This is an optimization exercise on Yosys and OpenROAD, whose aim is small area, a short achievable clock period and few clock cycles per item, not a production implementation. Only simulation tests tie the RTL to the original design; equivalence was not proved.

==> design.v <==
module ptce_add #(parameter W = 19) (
    input  wire [W-1:0] a,
    input  wire [W-1:0] b,
    input  wire         cin,
    output wire [W-1:0] s
);
    localparam L = (W + 1 <= 2) ? 1 : (W + 1 <= 4) ? 2 : (W + 1 <= 8) ? 3 :
                   (W + 1 <= 16) ? 4 : (W + 1 <= 32) ? 5 : 6;
    localparam N = W + 1;
    wire [N*(L+1)-1:0] g;
    wire [N*(L+1)-1:0] p;
    assign g[N-1:0] = {a & b, cin};
    assign p[N-1:0] = {a ^ b, 1'b0};
    genvar k, i;
    generate
        for (k = 0; k < L; k = k + 1) begin : lv
            for (i = 0; i < N; i = i + 1) begin : bt
                if (i >= (1 << k)) begin : op
                    assign g[(k+1)*N + i] = g[k*N + i] | (p[k*N + i] & g[k*N + i - (1 << k)]);
                    assign p[(k+1)*N + i] = p[k*N + i] & p[k*N + i - (1 << k)];
                end else begin : pass
                    assign g[(k+1)*N + i] = g[k*N + i];
                    assign p[(k+1)*N + i] = p[k*N + i];
                end
            end
        end
    endgenerate
    assign s = (a ^ b) ^ g[L*N + W - 1 : L*N];
endmodule
module ptce_dstep (
    input  wire [16:0] r,
    input  wire        qin,
    input  wire [17:0] dm,
    input  wire        dci,
    output wire [17:0] rn,
    output wire        qb
);
    wire [17:0] rs = {r, qin};
    wire [18:0] tr;
    ptce_add #(.W(19)) u_add (.a({1'b0, rs}), .b({dm[17], dm}), .cin(dci), .s(tr));
    assign qb = ~tr[18];
    assign rn = qb ? tr[17:0] : rs;
endmodule
module ptce_mul (
    input  wire [16:0] a,
    input  wire [20:0] b,
    input  wire [40:0] c,
    output wire [40:0] p
);
    wire [17:0] x = {a[16], a};
    wire [21:0] b1 = {b[20], b};           
    wire [21:0] b2 = {b, 1'b0};            
    wire [40:0] rows [0:8];
    wire [8:0]  neg;
    genvar i;
    generate
        for (i = 0; i < 9; i = i + 1) begin : pp
            wire x0 = (i == 0) ? 1'b0 : x[2*i-1];
            wire x1 = x[2*i];
            wire x2 = x[2*i+1];
            wire one = x1 ^ x0;
            wire two = (x2 & ~x1 & ~x0) | (~x2 & x1 & x0);
            wire ng  = x2 & ~(x1 & x0);
            wire [21:0] sel = ({22{one}} & b1) | ({22{two}} & b2);
            wire [21:0] pv  = sel ^ {22{ng}};
            assign neg[i] = ng;
            wire [21:0] r = {~pv[21], pv[20:0]};
            if (i == 0) begin : r0
                assign rows[i] = {19'd0, r};
            end else begin : rn
                assign rows[i] = ({19'd0, r} << (2*i)) | ({40'd0, neg[i-1]} << (2*i-2));
            end
        end
    endgenerate
    localparam [40:0] K = -(41'h1 << 21) - (41'h1 << 23) - (41'h1 << 25) - (41'h1 << 27)
                         - (41'h1 << 29) - (41'h1 << 31) - (41'h1 << 33) - (41'h1 << 35)
                         - (41'h1 << 37);
    wire [40:0] k0 = K;
    wire [40:0] n8 = {40'd0, neg[8]} << 16;
    wire [40:0] l1s0 = rows[0] ^ rows[1] ^ rows[2];
    wire [40:0] l1c0 = {((rows[0] & rows[1]) | (rows[0] & rows[2]) | (rows[1] & rows[2])), 1'b0};
    wire [40:0] l1s1 = rows[3] ^ rows[4] ^ rows[5];
    wire [40:0] l1c1 = {((rows[3] & rows[4]) | (rows[3] & rows[5]) | (rows[4] & rows[5])), 1'b0};
    wire [40:0] l1s2 = rows[6] ^ rows[7] ^ rows[8];
    wire [40:0] l1c2 = {((rows[6] & rows[7]) | (rows[6] & rows[8]) | (rows[7] & rows[8])), 1'b0};
    wire [40:0] l1s3 = n8 ^ k0 ^ c;
    wire [40:0] l1c3 = {((n8 & k0) | (n8 & c) | (k0 & c)), 1'b0};
    wire [40:0] l2s0 = l1s0 ^ l1c0 ^ l1s1;
    wire [40:0] l2c0 = {((l1s0 & l1c0) | (l1s0 & l1s1) | (l1c0 & l1s1)), 1'b0};
    wire [40:0] l2s1 = l1c1 ^ l1s2 ^ l1c2;
    wire [40:0] l2c1 = {((l1c1 & l1s2) | (l1c1 & l1c2) | (l1s2 & l1c2)), 1'b0};
    wire [40:0] l3s0 = l2s0 ^ l2c0 ^ l2s1;
    wire [40:0] l3c0 = {((l2s0 & l2c0) | (l2s0 & l2s1) | (l2c0 & l2s1)), 1'b0};
    wire [40:0] l3s1 = l2c1 ^ l1s3 ^ l1c3;
    wire [40:0] l3c1 = {((l2c1 & l1s3) | (l2c1 & l1c3) | (l1s3 & l1c3)), 1'b0};
    wire [40:0] l4s0 = l3s0 ^ l3c0 ^ l3s1;
    wire [40:0] l4c0 = {((l3s0 & l3c0) | (l3s0 & l3s1) | (l3c0 & l3s1)), 1'b0};
    wire [40:0] l5s0 = l4s0 ^ l4c0 ^ l3c1;
    wire [40:0] l5c0 = {((l4s0 & l4c0) | (l4s0 & l3c1) | (l4c0 & l3c1)), 1'b0};
    assign p = l5s0 + l5c0;
endmodule
module ptce_comp (
    input  wire        clk,
    input  wire        rst,         
    input  wire        start,
    output wire        ready,
    input  wire [1:0]  mode,
    input  wire [15:0] ut,          
    input  wire [18:0] up,          
    input  wire [15:0] ac1,         
    input  wire [15:0] ac2,         
    input  wire [15:0] ac3,         
    input  wire [15:0] ac4,         
    input  wire [15:0] ac5,         
    input  wire [15:0] ac6,         
    input  wire [15:0] b1,          
    input  wire [15:0] b2,          
    input  wire [15:0] mc,          
    input  wire [15:0] md,          
    output reg         done,
    output reg  [1:0]  t_status,    
    output reg  [1:0]  p_status,    
    output wire [31:0] b5_out,
    output wire [31:0] t10_out,
    output wire [31:0] pres_out
);
    reg        a_idle, a_c1, a_norm, a_td, a_b5;
    reg [7:1]  a_m;             
    reg [3:0]  tdc;             
    reg        cap_en;          
    localparam B_PD1 = 1, B_PD5 = 5, B_PD6 = 6, B_FIN = 7;
    reg [7:1]  b;
    reg        b_pd;            
    wire a_free = a_idle | a_m[7];
    wire b_mul_next = b[4] | b[5] | b[6];
    assign ready = a_free & ~b_mul_next;
    wire acc = ready & start;
    wire b5_go = a_b5 & ~b_pd;
    reg signed [20:0] rt;       
    reg        [15:0] r_ac5;
    reg        [15:0] r_mca;    
    reg               r_mcs;    
    reg signed [15:0] r_md;
    reg signed [15:0] r_ac1, r_ac2, r_ac3, r_b1, r_b2;
    reg        [15:0] r_ac4;
    reg        [18:0] r_up;
    reg        [1:0]  r_mode;
    reg        [17:0] R;        
    reg        [26:0] Q;        
    reg signed [20:0] D;        
    reg        [17:0] R2;
    reg        [17:0] Q2;
    reg        [16:0] D2;       
    reg        [19:0] T2;       
    reg signed [27:0] b5r;      
    reg signed [27:0] b5o;      
    reg signed [18:0] presr;    
    reg f_trange, f_tdiv0;      
    reg f_prange;               
    reg [1:0] g_ts;             
    reg g_prange, g_pdiv0;
    reg g_post;                 
    reg b7_hi;                  
    assign b5_out   = {{4{b5o[27]}}, b5o};
    wire signed [27:0] b5p8 = b5o + 28'sd8;
    assign t10_out  = {{8{b5p8[27]}}, b5p8[27:4]};
    assign pres_out = {{13{presr[18]}}, presr};
    reg signed [16:0] ma;
    reg signed [20:0] mb;
    reg signed [40:0] madd;
    wire        [40:0] mpu;
    ptce_mul u_mul (.a(ma), .b(mb), .c(madd), .p(mpu));
    wire signed [40:0] mp = mpu;
    reg [15:0] kmode;
    always @(*) begin
        case (r_mode)
            2'd0: kmode = 16'd50000;
            2'd1: kmode = 16'd25000;
            2'd2: kmode = 16'd12500;
            default: kmode = 16'd6250;
        endcase
    end
    wire [9:0]  r_early = Q2[11:2];                  
    wire [17:0] p_val   = {Q2[17:1], Q2[0] & ~b7_hi};
    always @(*) begin
        ma = ({17{b[B_PD5]}} & {7'd0, r_early})
           | ({17{b[B_PD6]}} & 17'sd3038)
           | ({17{b[B_FIN]}} & -17'sd7357)
           | ({17{a_c1}}  & {1'b0, r_ac5})
           | ({17{a_m[1]}}  & R[16:0])
           | ({17{a_m[2]}}  & {r_ac2[15], r_ac2})
           | ({17{a_m[3]}}  & {r_ac3[15], r_ac3})
           | ({17{a_m[4]}}  & {r_b2[15], r_b2})
           | ({17{a_m[5]}}  & {r_b1[15], r_b1})
           | ({17{a_m[6]}}  & {1'b0, r_ac4})
           | ({17{a_m[7]}}  & {1'b0, kmode});
        mb = ({21{b[B_PD5]}} & {11'd0, r_early})
           | ({21{b[B_PD6]}} & {1'b0, T2})
           | ({21{b[B_FIN]}} & {3'b000, p_val})
           | ({21{a_c1}}  & rt)
           | ({21{a_m[1] | a_m[2] | a_m[3]}} & {{4{R[16]}}, R[16:0]})
           | ({21{a_m[4] | a_m[5]}} & {2'b00, Q[18:0]})
           | ({21{a_m[6]}}  & {{2{D[20]}}, D[20:2]})
           | ({21{a_m[7]}}  & {1'b0, Q[19:0]});
        madd = ({41{b[B_PD6]}} & 41'sd248446976)            
             | ({41{b[B_FIN]}} & ({8'd0, T2[16:0], 16'd0} + {3'b000, p_val, 20'd0}))
             | ({41{a_c1}}  & {{10{r_md[15]}}, r_md, 15'd0})
             | ({41{a_m[2]}}  & {{12{r_ac1[15]}}, r_ac1, 13'd0})
             | ({41{a_m[3]}}  & 41'sd16384)
             | ({41{a_m[5]}}  & {{6{presr[18]}}, presr, 16'd0})
             | ({41{a_m[6]}}  & {10'd0, r_ac4, 15'd0});
    end
    reg  [17:0] dm;             
    reg         dci;
    wire [17:0] ra1, ra2, ra3;
    wire        qa1, qa2, qa3;
    ptce_dstep u_a1 (.r(R[16:0]),   .qin(Q[26]), .dm(dm), .dci(dci), .rn(ra1), .qb(qa1));
    ptce_dstep u_a2 (.r(ra1[16:0]), .qin(Q[25]), .dm(dm), .dci(dci), .rn(ra2), .qb(qa2));
    ptce_dstep u_a3 (.r(ra2[16:0]), .qin(Q[24]), .dm(dm), .dci(dci), .rn(ra3), .qb(qa3));
    function [4:0] bitlen16(input [15:0] v);
        integer i;
        begin
            bitlen16 = 5'd0;
            for (i = 0; i < 16; i = i + 1)
                if (v[i]) bitlen16 = i + 1;
        end
    endfunction
    function [4:0] bitlen17(input [16:0] v);
        integer i;
        begin
            bitlen17 = 5'd0;
            for (i = 0; i < 17; i = i + 1)
                if (v[i]) bitlen17 = i + 1;
        end
    endfunction
    wire [4:0] n_lm = bitlen16(r_mca);
    wire [4:0] n_ld = bitlen17(D[16:0] ^ {17{D[17]}});
    wire signed [6:0] n_diff = $signed({2'b00, n_lm}) + 7'sd12 - $signed({2'b00, n_ld});
    reg [3:0] n_j;
    always @(*) begin
        if      (n_diff <= 7'sd3)  n_j = 4'd1;
        else if (n_diff <= 7'sd6)  n_j = 4'd2;
        else if (n_diff <= 7'sd9)  n_j = 4'd3;
        else if (n_diff <= 7'sd12) n_j = 4'd4;
        else if (n_diff <= 7'sd15) n_j = 4'd5;
        else if (n_diff <= 7'sd18) n_j = 4'd6;
        else if (n_diff <= 7'sd21) n_j = 4'd7;
        else if (n_diff <= 7'sd24) n_j = 4'd8;
        else                       n_j = 4'd9;
    end
    reg [43:0] n_rq;
    always @(*) begin
        case (n_j)
            4'd1:    n_rq = {28'd0, r_mca} << 35;
            4'd2:    n_rq = {28'd0, r_mca} << 32;
            4'd3:    n_rq = {28'd0, r_mca} << 29;
            4'd4:    n_rq = {28'd0, r_mca} << 26;
            4'd5:    n_rq = {28'd0, r_mca} << 23;
            4'd6:    n_rq = {28'd0, r_mca} << 20;
            4'd7:    n_rq = {28'd0, r_mca} << 17;
            4'd8:    n_rq = {28'd0, r_mca} << 14;
            default: n_rq = {28'd0, r_mca} << 11;
        endcase
    end
    wire [17:0] dm2 = ~{1'b0, D2};
    wire [17:0] rb1, rb2, rb3;
    wire        qb1, qb2, qb3;
    ptce_dstep u_b1 (.r(R2[16:0]),  .qin(Q2[17]), .dm(dm2), .dci(1'b1), .rn(rb1), .qb(qb1));
    ptce_dstep u_b2 (.r(rb1[16:0]), .qin(Q2[16]), .dm(dm2), .dci(1'b1), .rn(rb2), .qb(qb2));
    ptce_dstep u_b3 (.r(rb2[16:0]), .qin(Q2[15]), .dm(dm2), .dci(1'b1), .rn(rb3), .qb(qb3));
    wire [20:0] x1_full;
    ptce_add #(.W(21)) u_x1 (.a(D), .b(~{{5{r_md[15]}}, r_md}), .cin(1'b1), .s(x1_full));
    wire x1_bad = (x1_full[20:16] != 5'b00000) && (x1_full[20:16] != 5'b11111);
    wire        qneg = r_mcs ^ D[17];
    wire [27:0] qx   = {1'b0, Q} ^ {28{qneg}};
    wire [27:0] b5_v;
    ptce_add #(.W(28)) u_b5 (.a({{10{rt[17]}}, rt[17:0]}), .b(qx), .cin(qneg), .s(b5_v));
    wire [27:0] b6_x = {{10{rt[17]}}, rt[17:0]};
    wire [27:0] b6_k = -28'sd4000;
    wire [27:0] b6_s = b6_x ^ b6_k ^ qx;
    wire [27:0] b6_c = {(b6_x & b6_k) | (b6_x & qx) | (b6_k & qx), 1'b0};
    wire [27:0] b6_v;
    ptce_add #(.W(28)) u_b6 (.a(b6_s), .b(b6_c), .cin(qneg), .s(b6_v));
    wire [27:0] b6o_k = 28'd42340;
    wire [27:0] b6o_s = b6_x ^ b6o_k ^ qx;
    wire [27:0] b6o_c = {(b6_x & b6o_k) | (b6_x & qx) | (b6o_k & qx), 1'b0};
    wire [27:0] b6_o;
    ptce_add #(.W(28)) u_b6o (.a(b6o_s), .b(b6o_c), .cin(qneg), .s(b6_o));
    wire b6_bad = (b6_o[27:17] != 11'd0) || (b6_o[16:0] > 17'd92680);
    wire [21:0] a0_v;
    ptce_add #(.W(22)) u_a0 (.a({D[20], D}), .b({rt[20], rt}), .cin(1'b0), .s(a0_v));
    wire [21:0] a0   = Q[21:0];
    wire        a2nn = !a0[21] || ((a0 == 22'h3FFFFF) && !r_mode[1]);
    wire [25:0] a0s  = {{4{a0[21]}}, a0} << r_mode;
    wire [25:0] vq;
    ptce_add #(.W(26)) u_v (.a({5'd0, r_up, 2'b00}), .b(~a0s),
                            .cin(1'b1), .s(vq));
    wire [25:0] vc = vq + (a2nn ? 26'd1 : -26'd2);
    wire [22:0] v_v = vc[24:2];
    wire v_bad = vc[25] || (vc[24:22] != 3'b000);
    wire [21:0] wchk;
    ptce_add #(.W(22)) u_w (.a({D[20], D}), .b(~{{3{presr[18]}}, presr}), .cin(1'b1), .s(wchk));
    wire w_bad = ((wchk[21:15] != 7'd0) && (wchk[21:15] != 7'h7F)) ||
                 (D[20] && (D[19:17] != 3'b111));
    wire mp_s32 = (mp[40:31] == 10'd0) || (mp[40:31] == 10'h3FF);
    always @(posedge clk) begin
        if (cap_en) begin
            rt     <= $signed({{5{ut[15]}}, ut}) - $signed({5'd0, ac6});
            r_ac5  <= ac5;
            r_mca  <= mc[15] ? (~mc + 16'd1) : mc;
            r_mcs  <= mc[15];
            r_md   <= md;
            r_ac1  <= ac1;
            r_ac2  <= ac2;
            r_ac3  <= ac3;
            r_ac4  <= ac4;
            r_b1   <= b1;
            r_b2   <= b2;
            r_up   <= up;
            r_mode <= mode;
        end
        if (a_c1) begin
            D   <= mp[35:15];
            dm  <= mp[32] ? mp[32:15] : ~mp[32:15];
            dci <= ~mp[32];
        end
        if (a_norm) begin
            R        <= {1'b0, n_rq[43:27]};
            Q        <= n_rq[26:0];
            tdc      <= n_j;
            rt       <= x1_full;
            f_trange <= x1_bad;
            f_tdiv0  <= (D == 21'sd0);
        end
        if (a_td) begin
            R   <= ra3;
            Q   <= {Q[23:0], qa1, qa2, qa3};
            tdc <= tdc - 4'd1;
        end
        if (a_b5) begin
            b5r <= b5_v;
            R   <= b6_v[17:0];
            f_prange <= b6_bad;
        end
        if (a_m[1]) Q <= {8'd0, mp[30:12]};
        if (a_m[2]) D <= mp[31:11];
        if (a_m[3]) presr <= mp[31:13];
        if (a_m[4]) begin
            rt <= mp[31:11];
            if (!mp_s32) f_prange <= 1'b1;
        end
        if (a_m[5]) begin
            D <= mp[36:16];
            Q <= {5'd0, a0_v};
        end
        if (a_m[6]) begin
            D2 <= mp[31:15];
            Q  <= {4'd0, v_v};
            if ((mp[40:32] != 9'd0) || w_bad || v_bad)
                f_prange <= 1'b1;
        end
        if (a_m[7]) begin
            R2       <= {3'd0, mp[31:17]};
            Q2       <= {mp[16:0], 1'b0};
            b7_hi    <= mp[31];
            b5o      <= b5r;
            g_ts     <= f_trange ? 2'd2 : (f_tdiv0 ? 2'd1 : 2'd0);
            g_prange <= f_prange || (mp[40:32] != 9'd0);
            g_pdiv0  <= (D2 == 17'd0);
        end
        if (b_pd) begin
            R2 <= rb3;
            Q2 <= {Q2[14:0], qb1, qb2, qb3};
        end
        if (b[B_PD1])
            g_post <= ({2'b00, R2[14:0]} >= D2);
        if (b[B_PD5])
            T2 <= mp[19:0];
        if (b[B_PD6])
            T2 <= {3'd0, mp[32:16]};
        if (b[B_FIN]) begin
            presr    <= mp[38:20];
            t_status <= g_ts;
            p_status <= (g_ts != 2'd0) ? 2'd3 :
                        g_prange ? 2'd2 :
                        g_pdiv0  ? 2'd1 :
                        (g_post || (Q2[17:8] > 10'd840)) ? 2'd2 : 2'd0;
        end
        if (rst) begin
            a_idle <= 1'b1;
            cap_en <= 1'b1;
            a_c1   <= 1'b0;
            a_norm <= 1'b0;
            a_td   <= 1'b0;
            a_b5   <= 1'b0;
            a_m    <= 7'd0;
            b      <= 7'd0;
            b_pd   <= 1'b0;
            done   <= 1'b0;
        end else begin
            done   <= b[B_FIN];
            a_idle <= (a_idle | a_m[7]) & ~acc;
            cap_en <= ((a_idle | a_m[7]) & ~acc) | a_m[6];
            a_c1   <= acc;
            a_norm <= a_c1;
            a_td   <= a_norm | (a_td & (tdc != 4'd1));
            a_b5   <= (a_td & (tdc == 4'd1)) | (a_b5 & ~b5_go);
            a_m    <= {a_m[6:1], b5_go};
            b      <= {b[6:1], a_m[7]};
            b_pd   <= a_m[7] | (b_pd & ~b[B_PD6]);
        end
    end
endmodule
==> run.sh <==
#!/bin/bash
# synth_recipe.tcl (not shown) runs the flow's synth.tcl, then flattens the netlist and writes it again
# the make line also repeats each setting of config.mk as NAME=value (left out here)
make -C /OpenROAD-flow-scripts/flow DESIGN_CONFIG=/design/flow/config.mk WORK_HOME=/design/flow/orfs CLKGATE_MAP_FILE= SYNTH_SCRIPT=/design/flow/synth_recipe.tcl finish
==> config.mk <==
export PLATFORM = sky130hd
export DESIGN_NAME = ptce_comp
export DESIGN_NICKNAME = ptce_comp
export VERILOG_FILES = /design/flow/design.v
export SDC_FILE = /design/flow/constraint.sdc
export NUM_CORES = 4
export LEC_CHECK = 0
export CAP_MARGIN = 20
export CORE_MARGIN = 2
export CORE_UTILIZATION = 35
export SLEW_MARGIN = 20
==> constraint.sdc <==
create_clock -name core_clock -period 17.0 [get_ports {clk}]
set_input_delay 3.4000 -clock core_clock [delete_from_list [all_inputs] [get_ports {clk}]]
set_output_delay 3.4000 -clock core_clock [all_outputs]
set_load 0.01 [all_outputs]
==> impl_metrics.yaml <==
outcome:
  status: "timing/DRC/antenna clean"
clock_network:
  cts_tree: "yes"
  cts_hold_buf: 0
  clock_latency_ns: 0.69
  cts_max_level: 2
  clk_path_buf_depth: 3
  path_clk_slew_ns: 0.07
  cts_buffers: 56
  cts-root-buf: "clkbuf_16"
  clock_sinks: 457
  post_cts_buffers: 0
  ctsResizeCount: 0
yosys:
  async_flop_share_pct: 0
  syn-num-nets: 6220
  synth_area_sq_um: 48800
  synth_edf_count: 427
  ys_types: 99
  ys.flop_type: "edfxtp_1"
  ys_warn_count: 2
  ys_ff_latch: 457
  syn_avg_cell_area_sq_um: 9.11
  synth-seq-area-share_pct: 27.5
  synthCells: 5353
min_path:
  holdPathStages: 0
  min_to: "b5o[19]"
  worstHoldStart: "b5r[19]"
  hp-class: "register to register"
timing:
  setup_tns_ns: 0
  fin_skew_ns: 0.0244
  hold_viol: 0
  timing.final.crit_share_pct: 61.7
  drv_slew: 0
  rsz0062_at_grt: "false"
  tightest_slew_ns: 1.23
  finalSetupViolations: 0
  maxSlewHeadroom_pct: 18.0
  fmax_ghz: 0.0953
  finalCriticalPeriod_ns: 10.49
final_layout:
  fillers: 13800
  syn_to_final_growth_pct: 13.8
  fin_nets: 6372
  multi_input_area_sq_um: 32200
  drive_gt1_share_pct: 5.94
  layout_common_cells: "inv_1, ha_1, edfxtp_1"
  layout_commonest_cell: "inv_1"
  final-seq-area_sq_um: 13400
grt:
  grt.overflow.total: 0
  track_usage_pct: 25.6
  grt_pass1_wl_um: 271000
  grt_antenna_before_repair: 6
  grt_pass1_vias: 40900
  grt_max_degree: 87
setup_path:
  reg2regPathDepth: 30
  cp.required_ns: 17.60
  r2r_slack_ns: 6.51
  reg2reg_to: "f_prange"
  cp-start-kind: "register"
  cp_max_fo: 22
  worstReg2RegStart: "r_ac4[1]"
  cp_slowest_cell: "ha_1"
  cp-end-kind: "register"
  path_class: "register to register"
  critPathArrivalTime_ns: 11.10
  critPathMaxStageDelay_ns: 1.08
  crit_path_frequent_cell: "fa_1"
floorplan:
  die_h_um: 377
  ios: 302
  die_area_sq_um: 142000
  die_w_um: 377
  coreArea_sq_um: 138000
  initial_utilization_pct: 35.4
  rows: 136
drt:
  drc: 0
  wl_per_cell_um: 25.5
  first_iter_violations: 4703
  routed_via_density: 5.86
  ant_nets: 0
  firstDrtPassIters: 7
  vias: 43100
  routed_wl_um: 188000
placed_design:
  routabilityCongestion: 0.988
  io_buffers: 301
  dp_hpwl_um: 144000
flow_run:
  maxCapViolCount: 0
==> metrics by stage <==
step / instance area, sq um / hold WS, ns / setup WS, ns / instances / utilization [%]
after floorplan: 48800 / 0.400 / 7.84 / 5353 / -
after global placement: 53600 / 0.401 / 6.83 / 7240 / 38.9
after detailed placement: 53600 / 0.405 / 6.68 / 7240 / 38.9
after CTS: 55500 / 0.419 / 6.69 / 7346 / 40.2
after global routing: 55500 / 0.421 / 5.90 / 7347 / 40.3
final: 55500 / 0.417 / 6.51 / 7351 / 40.3
==> cell usage after synthesis (all sizes together), types with 39 or more instances <==
master | instances | share of area, %
and3 | 41 | 0.53
or3 | 39 | 0.50
nor2 | 309 | 2.4
edfxtp | 427 | 26
mux2i | 76 | 1.6
xor2 | 178 | 3.2
buf | 76 | 0.87
a22oi | 237 | 3.7
o21a | 66 | 1.0
a31oi | 47 | 0.62
mux2 | 52 | 1.2
nand3 | 107 | 1.1
o21ai | 263 | 2.7
a211oi | 57 | 0.89
nand4 | 56 | 0.72
clkbuf | 222 | 1.7
nor2b | 64 | 0.82
fa | 196 | 8.0
xnor2 | 326 | 5.9
inv | 533 | 4.1
nor3 | 111 | 1.1
nand2b | 50 | 0.64
nand2 | 368 | 2.8
ha | 471 | 12
a21oi | 311 | 3.2
a21o | 95 | 1.5
==> how the worst max path moves through the flow <==
stage,from,slack (ns),end
floorplan,a_m[6],7.84,f_prange
detailed placement,r_mode[0],6.68,f_prange
CTS,r_mode[0],6.69,f_prange
global route,r_mode[0],5.90,f_prange
finish,r_ac4[1],6.51,f_prange
global placement,r_mode[0],6.83,f_prange
==> metal layers <==
| metal | track usage [%] | wire length [um] | part of all wire, % |
|---|---|---|---|
| met1 | 32.7 | 74600 | 40 |
| met2 | 40.3 | 83400 | 44 |
| met3 | 5.47 | 17300 | 9.2 |
| met4 | 14.0 | 12200 | 6.5 |
| met5 | 0 | 13 | 0.0069 |
==> state kept, by name (all words and copies together), names as in the netlist, 19 cells and up <==
register	count
Q	27
presr	19
b5o	28
r_up	19
b5r	28
D	21
T2	20
rt	21
==> worst max-delay path: cells and delay by family (launching register included) <==
family | cells | cell delay [ns]
xor+xnor | 2 | 0.76
flops | 1 | 0.38
buf+inv | 4 | 1.11
simple gates | 7 | 0.99
compound gates | 9 | 2.98
fa+ha+maj | 8 | 4.14
==> area by class of cell <==
type                            count  share of cell area, %
Timing Repair Buffer              392                   6.68
Tap cell                         1794                   4.04
Inverter                          538                   3.64
Antenna cell                        4                 0.0180
Sequential cell                   457                   24.2
Multi-Input combinational cell   4060                   57.9
Clock buffer                       63                   2.59
Clock inverter                     43                  0.857
==> cell families (layout without fill, tap and decap cells) <==
family / after synthesis / count (layout) / share of synthesized area, %
mux: 141 / 141 / 3.37
xor+xnor: 504 / 504 / 9.05
flops: 457 / 457 / 27.5
other cells: 1 / 5 / 0.00769
simple gates: 1272 / 1272 / 12.5
buf+inv: 836 / 1036 / 6.72
compound gates: 1475 / 1475 / 20.7
fa+ha+maj: 667 / 667 / 20.1
Testbench counts, summed over its fixed seeds: cycles 36,601, items 2,400.

static timing again, ports no longer ideal:
The flow's constraints put no driver on any port. The routed layout listed below was extracted and timed again, unchanged, in two steps. Step 1: set_driving_cell puts a clkbuf_16 on clk and a buf_2 on each other input, an assumption about the parent block. Step 2 also shifts input and output timing later by t, the mid clock arrival at the registers, as if the neighbouring blocks saw the same clock. Three values: ideal, step 1, step 2; two values: the first two.
t, ns: 0.760
slack for setup (ns): 6.508 / 6.508 / 6.508
worst hold slack (ns): 0.417 / 0.417 / 0.417
worst setup path after step 2: register to register
slew at the worst register clock pin (ns): 0.07 / 0.07
After both steps setup and hold are still met in this run. The setup slack of this run moves by 0.000 ns with the drivers and by 0.000 ns with both steps.
